What follows belongs to an exercise in optimizing a design on an open flow for small area, a short achievable clock period and few clock cycles per item; a production flow would make more cautious choices. At most, simulation tests tie the RTL to the original design; equivalence was not proved.

==> inputs of run X <==
// sio_ctrl
module sio_ctrl (
    input  wire        clk,
    input  wire        rst,           
    input  wire        req_valid,
    output wire        req_ready,
    input  wire [35:0] req_word,      
    output wire        rsp_valid,
    output wire [15:0] rsp_data,
    output wire        rsp_refused,
    output wire [1:0]  rsp_mode,
    output wire [1:0]  rsp_tmode,
    output wire        rsp_sock,
    output wire        ev_valid,
    input  wire        ev_ready,
    output wire [4:0]  ev_kind,
    output wire [47:0] ev_data,
    input  wire        ev_ok,
    input  wire [15:0] ev_rdata
);
Settings: LEC_CHECK=0, CAP_MARGIN=20, CORE_MARGIN=2, CORE_UTILIZATION=40, PLACE_DENSITY=0.6, SETUP_SLACK_MARGIN=2.0, SLEW_MARGIN=20; clock period 6.0 ns.
run.sh (not shown) runs the stock make flow with config.mk's settings and CLKGATE_MAP_FILE= SYNTH_SCRIPT=/design/flow/synth_recipe.tcl, a recipe that flattens the netlist after the stock synthesis.
==> run A: changes against run X <==
--- a/flow/design.v
+++ b/flow/design.v
@@ -168,16 +168,16 @@
     wire [4:0]  sd_caps = q_aux[8:4];
     wire        d_nz = |q_data;
     wire        c7    = (|cursor[7:3]) | (&cursor[2:0]);
     wire        c0    = (cursor == 8'd0);
     wire        is_fe = (q_b == 8'hFE);
     wire        disp  = (tmode == T_PARSE) & ~c0 & is_fe;
-    wire        d_send = disp & (code == 3'd2) & c7 & f_sock;
-    wire        d_recv = disp & (code == 3'd3) & f_sock;
-    wire        d_conn = disp & (code == 3'd5) & c7 & ~f_sock;
-    wire        d_clos = disp & (code == 3'd6) & f_sock;
+    wire        d_send = disp & (code == 3'd2) & c7 & sock;
+    wire        d_recv = disp & (code == 3'd3) & sock;
+    wire        d_conn = disp & (code == 3'd5) & c7 & ~sock;
+    wire        d_clos = disp & (code == 3'd6) & sock;
     wire        rem_last = ~(|{b6, b5[7:1]});    
     wire        t_send = (tmode == T_SEND);
     wire        t_recv = (tmode == T_RECV);
     reg  [6:0]  q_list;
     always @* begin
         q_list = 7'd0;
@@ -214,63 +214,82 @@
         input [6:0] l;
         begin
             lowbit = l & ~{l[5:0], 1'b0} & ~{l[4:0], 2'b0} & ~{l[3:0], 3'b0} &
                      ~{l[2:0], 4'b0} & ~{l[1:0], 5'b0} & ~{l[0], 6'b0};
         end
     endfunction
-    wire [6:0] qf = lowbit(q_list);
     reg  [4:0] qf_kind;
     reg  [2:0] qf_e;
     reg        qf_udl, qf_udh, qf_us, qf_uh, qf_uc, qf_uv, qf_uo;
     always @* begin
         qf_kind = 5'd0;
         qf_e    = 3'd0;
         qf_udl  = 1'b0; qf_udh = 1'b0; qf_us = 1'b0; qf_uh = 1'b0;
         qf_uc   = 1'b0; qf_uv  = 1'b0; qf_uo = 1'b0;
-        if (op1 | op2 | op8 | op5) begin
-            if (qf[0]) begin qf_kind = EV_UNLOAD; qf_e = {a2, a1, a0}; end
-            if (qf[1]) begin qf_kind = EV_LOAD;   qf_e = {n2, n1, n0}; end
-            if (qf[2]) begin
-                qf_kind = op1 ? EV_DRVWR_RCNT : op2 ? EV_DRVWR_SIOCNT : EV_DRVWR_OTHER;
-                qf_e  = {n2, n1, n0};
-                qf_uv = 1'b1;
-                qf_uo = op5;
+        case (q_op)
+            OP_WRCNT, OP_WSIOCNT, OP_RESET, OP_WOTHER: begin
+                if (q_list[0]) begin
+                    qf_kind = EV_UNLOAD;
+                    qf_e    = {a2, a1, a0};
+                end else begin
+                    qf_e = {n2, n1, n0};
+                    if (q_list[1])
+                        qf_kind = EV_LOAD;
+                    else if (op2 & ~ncap[CAP_WREG]) begin
+                        qf_kind = EV_RAISE_IRQ;
+                        qf_e    = 3'd0;
+                    end else begin
+                        qf_kind = op1 ? EV_DRVWR_RCNT : op2 ? EV_DRVWR_SIOCNT : EV_DRVWR_OTHER;
+                        qf_uv   = 1'b1;
+                        qf_uo   = op5;
+                    end
+                end
             end
-            if (qf[3]) qf_kind = EV_RAISE_IRQ;
-        end
-        if (op3) begin
-            if (t_send) begin
-                qf_kind = EV_SOCK_SEND;
-                qf_udl  = 1'b1;
-            end else if (code == 3'd2) begin
-                qf_kind = EV_SOCK_SEND_HDR;
-                qf_uh   = 1'b1;
-            end else if (code == 3'd5) begin
-                qf_kind = EV_SOCK_CONNECT;
-                qf_uc   = 1'b1;
-            end else begin
-                qf_kind = EV_SOCK_CLOSE;
-                qf_us   = 1'b1;
+            OP_WDATA: begin
+                if (t_send) begin
+                    qf_kind = EV_SOCK_SEND;
+                    qf_udl  = 1'b1;
+                end else if (code == 3'd2) begin
+                    qf_kind = EV_SOCK_SEND_HDR;
+                    qf_uh   = 1'b1;
+                end else if (code == 3'd5) begin
+                    qf_kind = EV_SOCK_CONNECT;
+                    qf_uc   = 1'b1;
+                end else begin
+                    qf_kind = EV_SOCK_CLOSE;
+                    qf_us   = 1'b1;
+                end
             end
-        end
-        if (op4)
-            qf_kind = EV_SOCK_RECV;
-        if (op9) begin
-            if (qf[0]) begin qf_kind = EV_UNLOAD; qf_e = {k2, k1, k0}; end
-            if (qf[1]) begin qf_kind = EV_DEINIT; qf_e = {k2, k1, k0}; end
-            if (qf[2]) begin qf_kind = EV_ATTACH; qf_udl = 1'b1; qf_udh = 1'b1; end
-            if (qf[5]) qf_kind = EV_LOG_UNSUPP;
-        end
-        if (opA) begin
-            if (qf[0]) begin qf_kind = EV_UNLOAD; qf_e = {a2, a1, a0}; end
-            if (qf[1]) begin qf_kind = EV_DEINIT; qf_e = 3'b001; end
-            if (qf[2]) begin qf_kind = EV_DEINIT; qf_e = 3'b010; end
-            if (qf[3]) begin qf_kind = EV_DEINIT; qf_e = 3'b100; end
-            if (qf[4]) begin qf_kind = EV_SOCK_CLOSE; qf_us = 1'b1; end
-        end
+            OP_RDATA: qf_kind = EV_SOCK_RECV;
+            OP_SETDRV: begin
+                if (q_list[0] | q_list[1]) begin
+                    qf_kind = q_list[0] ? EV_UNLOAD : EV_DEINIT;
+                    qf_e    = {k2, k1, k0};
+                end else if (sd_bad)
+                    qf_kind = EV_LOG_UNSUPP;
+                else begin
+                    qf_kind = EV_ATTACH;
+                    qf_udl  = 1'b1;
+                    qf_udh  = 1'b1;
+                end
+            end
+            default: begin    
+                if (q_list[0]) begin
+                    qf_kind = EV_UNLOAD;
+                    qf_e    = {a2, a1, a0};
+                end else if (q_list[3:1] != 3'd0) begin
+                    qf_kind = EV_DEINIT;
+                    qf_e    = {q_list[3] & ~q_list[2] & ~q_list[1], q_list[2] & ~q_list[1], q_list[1]};
+                end else begin
+                    qf_kind = EV_SOCK_CLOSE;
+                    qf_us   = 1'b1;
+                end
+            end
+        endcase
     end
+    wire [6:0] qf = lowbit(q_list);
     wire [6:0] q_rest = q_list & ~qf;
     wire       qf_last = ~(|q_rest);
     wire [6:0] cur = lowbit(ev_list);
     reg  [6:0] rest;
     always @* begin
         rest = ev_list & ~cur;
==> flow/flow/run.sh (new file) <==
#!/bin/bash
# Standard layout, with the port buffers made from the smallest buffer cell
# (repair_timing and repair_design upsize them where timing needs it).
set -euo pipefail
export BUFFER_PORTS_ARGS="-buffer_cell sky130_fd_sc_hd__buf_1"
bash standard.sh > standard_flow.log 2>&1
==> flow/standard.sh (new file) <==
#!/bin/bash
# synth_recipe.tcl (not shown) runs the flow's synth.tcl, then flattens the netlist and writes it again
# the make line also repeats each setting of config.mk as NAME=value (left out here)
make -C /OpenROAD-flow-scripts/flow DESIGN_CONFIG=/design/flow/config.mk WORK_HOME=/design/flow/orfs CLKGATE_MAP_FILE= SYNTH_SCRIPT=/design/flow/synth_recipe.tcl "${@:-finish}"
- CORE_UTILIZATION: 40 -> 60
- PLACE_DENSITY: 0.6 -> 0.75
- SETUP_SLACK_MARGIN: 2.0 -> 2.5
removed: flow/run.sh
==> run K: changes against run X <==
--- a/flow/design.v
+++ b/flow/design.v
@@ -214,63 +214,82 @@
         input [6:0] l;
         begin
             lowbit = l & ~{l[5:0], 1'b0} & ~{l[4:0], 2'b0} & ~{l[3:0], 3'b0} &
                      ~{l[2:0], 4'b0} & ~{l[1:0], 5'b0} & ~{l[0], 6'b0};
         end
     endfunction
-    wire [6:0] qf = lowbit(q_list);
     reg  [4:0] qf_kind;
     reg  [2:0] qf_e;
     reg        qf_udl, qf_udh, qf_us, qf_uh, qf_uc, qf_uv, qf_uo;
     always @* begin
         qf_kind = 5'd0;
         qf_e    = 3'd0;
         qf_udl  = 1'b0; qf_udh = 1'b0; qf_us = 1'b0; qf_uh = 1'b0;
         qf_uc   = 1'b0; qf_uv  = 1'b0; qf_uo = 1'b0;
-        if (op1 | op2 | op8 | op5) begin
-            if (qf[0]) begin qf_kind = EV_UNLOAD; qf_e = {a2, a1, a0}; end
-            if (qf[1]) begin qf_kind = EV_LOAD;   qf_e = {n2, n1, n0}; end
-            if (qf[2]) begin
-                qf_kind = op1 ? EV_DRVWR_RCNT : op2 ? EV_DRVWR_SIOCNT : EV_DRVWR_OTHER;
-                qf_e  = {n2, n1, n0};
-                qf_uv = 1'b1;
-                qf_uo = op5;
+        case (q_op)
+            OP_WRCNT, OP_WSIOCNT, OP_RESET, OP_WOTHER: begin
+                if (q_list[0]) begin
+                    qf_kind = EV_UNLOAD;
+                    qf_e    = {a2, a1, a0};
+                end else begin
+                    qf_e = {n2, n1, n0};
+                    if (q_list[1])
+                        qf_kind = EV_LOAD;
+                    else if (op2 & ~ncap[CAP_WREG]) begin
+                        qf_kind = EV_RAISE_IRQ;
+                        qf_e    = 3'd0;
+                    end else begin
+                        qf_kind = op1 ? EV_DRVWR_RCNT : op2 ? EV_DRVWR_SIOCNT : EV_DRVWR_OTHER;
+                        qf_uv   = 1'b1;
+                        qf_uo   = op5;
+                    end
+                end
             end
-            if (qf[3]) qf_kind = EV_RAISE_IRQ;
-        end
-        if (op3) begin
-            if (t_send) begin
-                qf_kind = EV_SOCK_SEND;
-                qf_udl  = 1'b1;
-            end else if (code == 3'd2) begin
-                qf_kind = EV_SOCK_SEND_HDR;
-                qf_uh   = 1'b1;
-            end else if (code == 3'd5) begin
-                qf_kind = EV_SOCK_CONNECT;
-                qf_uc   = 1'b1;
-            end else begin
-                qf_kind = EV_SOCK_CLOSE;
-                qf_us   = 1'b1;
+            OP_WDATA: begin
+                if (t_send) begin
+                    qf_kind = EV_SOCK_SEND;
+                    qf_udl  = 1'b1;
+                end else if (code == 3'd2) begin
+                    qf_kind = EV_SOCK_SEND_HDR;
+                    qf_uh   = 1'b1;
+                end else if (code == 3'd5) begin
+                    qf_kind = EV_SOCK_CONNECT;
+                    qf_uc   = 1'b1;
+                end else begin
+                    qf_kind = EV_SOCK_CLOSE;
+                    qf_us   = 1'b1;
+                end
             end
-        end
-        if (op4)
-            qf_kind = EV_SOCK_RECV;
-        if (op9) begin
-            if (qf[0]) begin qf_kind = EV_UNLOAD; qf_e = {k2, k1, k0}; end
-            if (qf[1]) begin qf_kind = EV_DEINIT; qf_e = {k2, k1, k0}; end
-            if (qf[2]) begin qf_kind = EV_ATTACH; qf_udl = 1'b1; qf_udh = 1'b1; end
-            if (qf[5]) qf_kind = EV_LOG_UNSUPP;
-        end
-        if (opA) begin
-            if (qf[0]) begin qf_kind = EV_UNLOAD; qf_e = {a2, a1, a0}; end
-            if (qf[1]) begin qf_kind = EV_DEINIT; qf_e = 3'b001; end
-            if (qf[2]) begin qf_kind = EV_DEINIT; qf_e = 3'b010; end
-            if (qf[3]) begin qf_kind = EV_DEINIT; qf_e = 3'b100; end
-            if (qf[4]) begin qf_kind = EV_SOCK_CLOSE; qf_us = 1'b1; end
-        end
+            OP_RDATA: qf_kind = EV_SOCK_RECV;
+            OP_SETDRV: begin
+                if (q_list[0] | q_list[1]) begin
+                    qf_kind = q_list[0] ? EV_UNLOAD : EV_DEINIT;
+                    qf_e    = {k2, k1, k0};
+                end else if (sd_bad)
+                    qf_kind = EV_LOG_UNSUPP;
+                else begin
+                    qf_kind = EV_ATTACH;
+                    qf_udl  = 1'b1;
+                    qf_udh  = 1'b1;
+                end
+            end
+            default: begin    
+                if (q_list[0]) begin
+                    qf_kind = EV_UNLOAD;
+                    qf_e    = {a2, a1, a0};
+                end else if (q_list[3:1] != 3'd0) begin
+                    qf_kind = EV_DEINIT;
+                    qf_e    = {q_list[3] & ~q_list[2] & ~q_list[1], q_list[2] & ~q_list[1], q_list[1]};
+                end else begin
+                    qf_kind = EV_SOCK_CLOSE;
+                    qf_us   = 1'b1;
+                end
+            end
+        endcase
     end
+    wire [6:0] qf = lowbit(q_list);
     wire [6:0] q_rest = q_list & ~qf;
     wire       qf_last = ~(|q_rest);
     wire [6:0] cur = lowbit(ev_list);
     reg  [6:0] rest;
     always @* begin
         rest = ev_list & ~cur;
==> flow/flow/run.sh (new file) <==
#!/bin/bash
# Standard layout, with the port buffers made from the smallest buffer cell
# (repair_timing and repair_design upsize them where timing needs it).
set -euo pipefail
export BUFFER_PORTS_ARGS="-buffer_cell sky130_fd_sc_hd__buf_1"
bash standard.sh > standard_flow.log 2>&1
==> flow/standard.sh (new file) <==
#!/bin/bash
# synth_recipe.tcl (not shown) runs the flow's synth.tcl, then flattens the netlist and writes it again
# the make line also repeats each setting of config.mk as NAME=value (left out here)
make -C /OpenROAD-flow-scripts/flow DESIGN_CONFIG=/design/flow/config.mk WORK_HOME=/design/flow/orfs CLKGATE_MAP_FILE= SYNTH_SCRIPT=/design/flow/synth_recipe.tcl "${@:-finish}"
- CTS_BUF_LIST: default -> sky130_fd_sc_hd__clkbuf_4
- SETUP_SLACK_MARGIN: 2.0 -> 3.0
removed: flow/run.sh
==> comparison <==
Run X passed the timing, DRC and antenna checks. Run K ran to the end with no violations. Run A finished with timing, DRC and antenna clean.
Between run K and run X, the lower register-to-register slack is in run X (gap 0.61 ns).
Global-route usage: run A > run K > run X.
In flip-flop and latch count, run K and run X do not differ.
Hold slack, lowest first: run K, run X, run A.
The highest clock skew belongs to run K, the lowest to run A.
In run K the synthesized cell count is higher than in run A, by about 3.7%.
Testbench counts of run X, summed over its fixed seeds: cycles 26,843, items 25,959.
Testbench counts of run A, summed over its fixed seeds: cycles 26,843, items 25,959.
The RTL of run K was laid out without a check of its function.

==> afterwards: timing with drivers on the ports <==
Ports are ideal in the flow. The routed layouts listed here were re-timed in OpenROAD. Step 1 (the two cells are an assumption about what drives the block):
set clk [get_ports {clk}]
set_driving_cell -lib_cell sky130_fd_sc_hd__clkbuf_16 $clk
set_driving_cell -lib_cell sky130_fd_sc_hd__buf_2 [delete_from_list [all_inputs] $clk]
Step 2 also shifts input and output timing later by t, the mid clock arrival at the registers, as if the neighbouring blocks saw the same clock. Slacks: ideal / step 1 / step 2; pairs: ideal / step 1.
run | shift t [ns] | setup WS [ns] | slew at the worst register clock pin (ns)
run X | 0.579 | 2.111 / 2.088 / 1.643 | 0.07 / 0.07
run A | 0.571 | 2.460 / 2.487 / 1.916 | 0.07 / 0.07
run K | 0.710 | 2.814 / 2.797 / 2.118 | 0.08 / 0.08
After both steps setup and hold are still met in every run listed. The setup slack of run K, which loses most, moves by -0.017 ns with the drivers and by -0.696 ns with both steps.
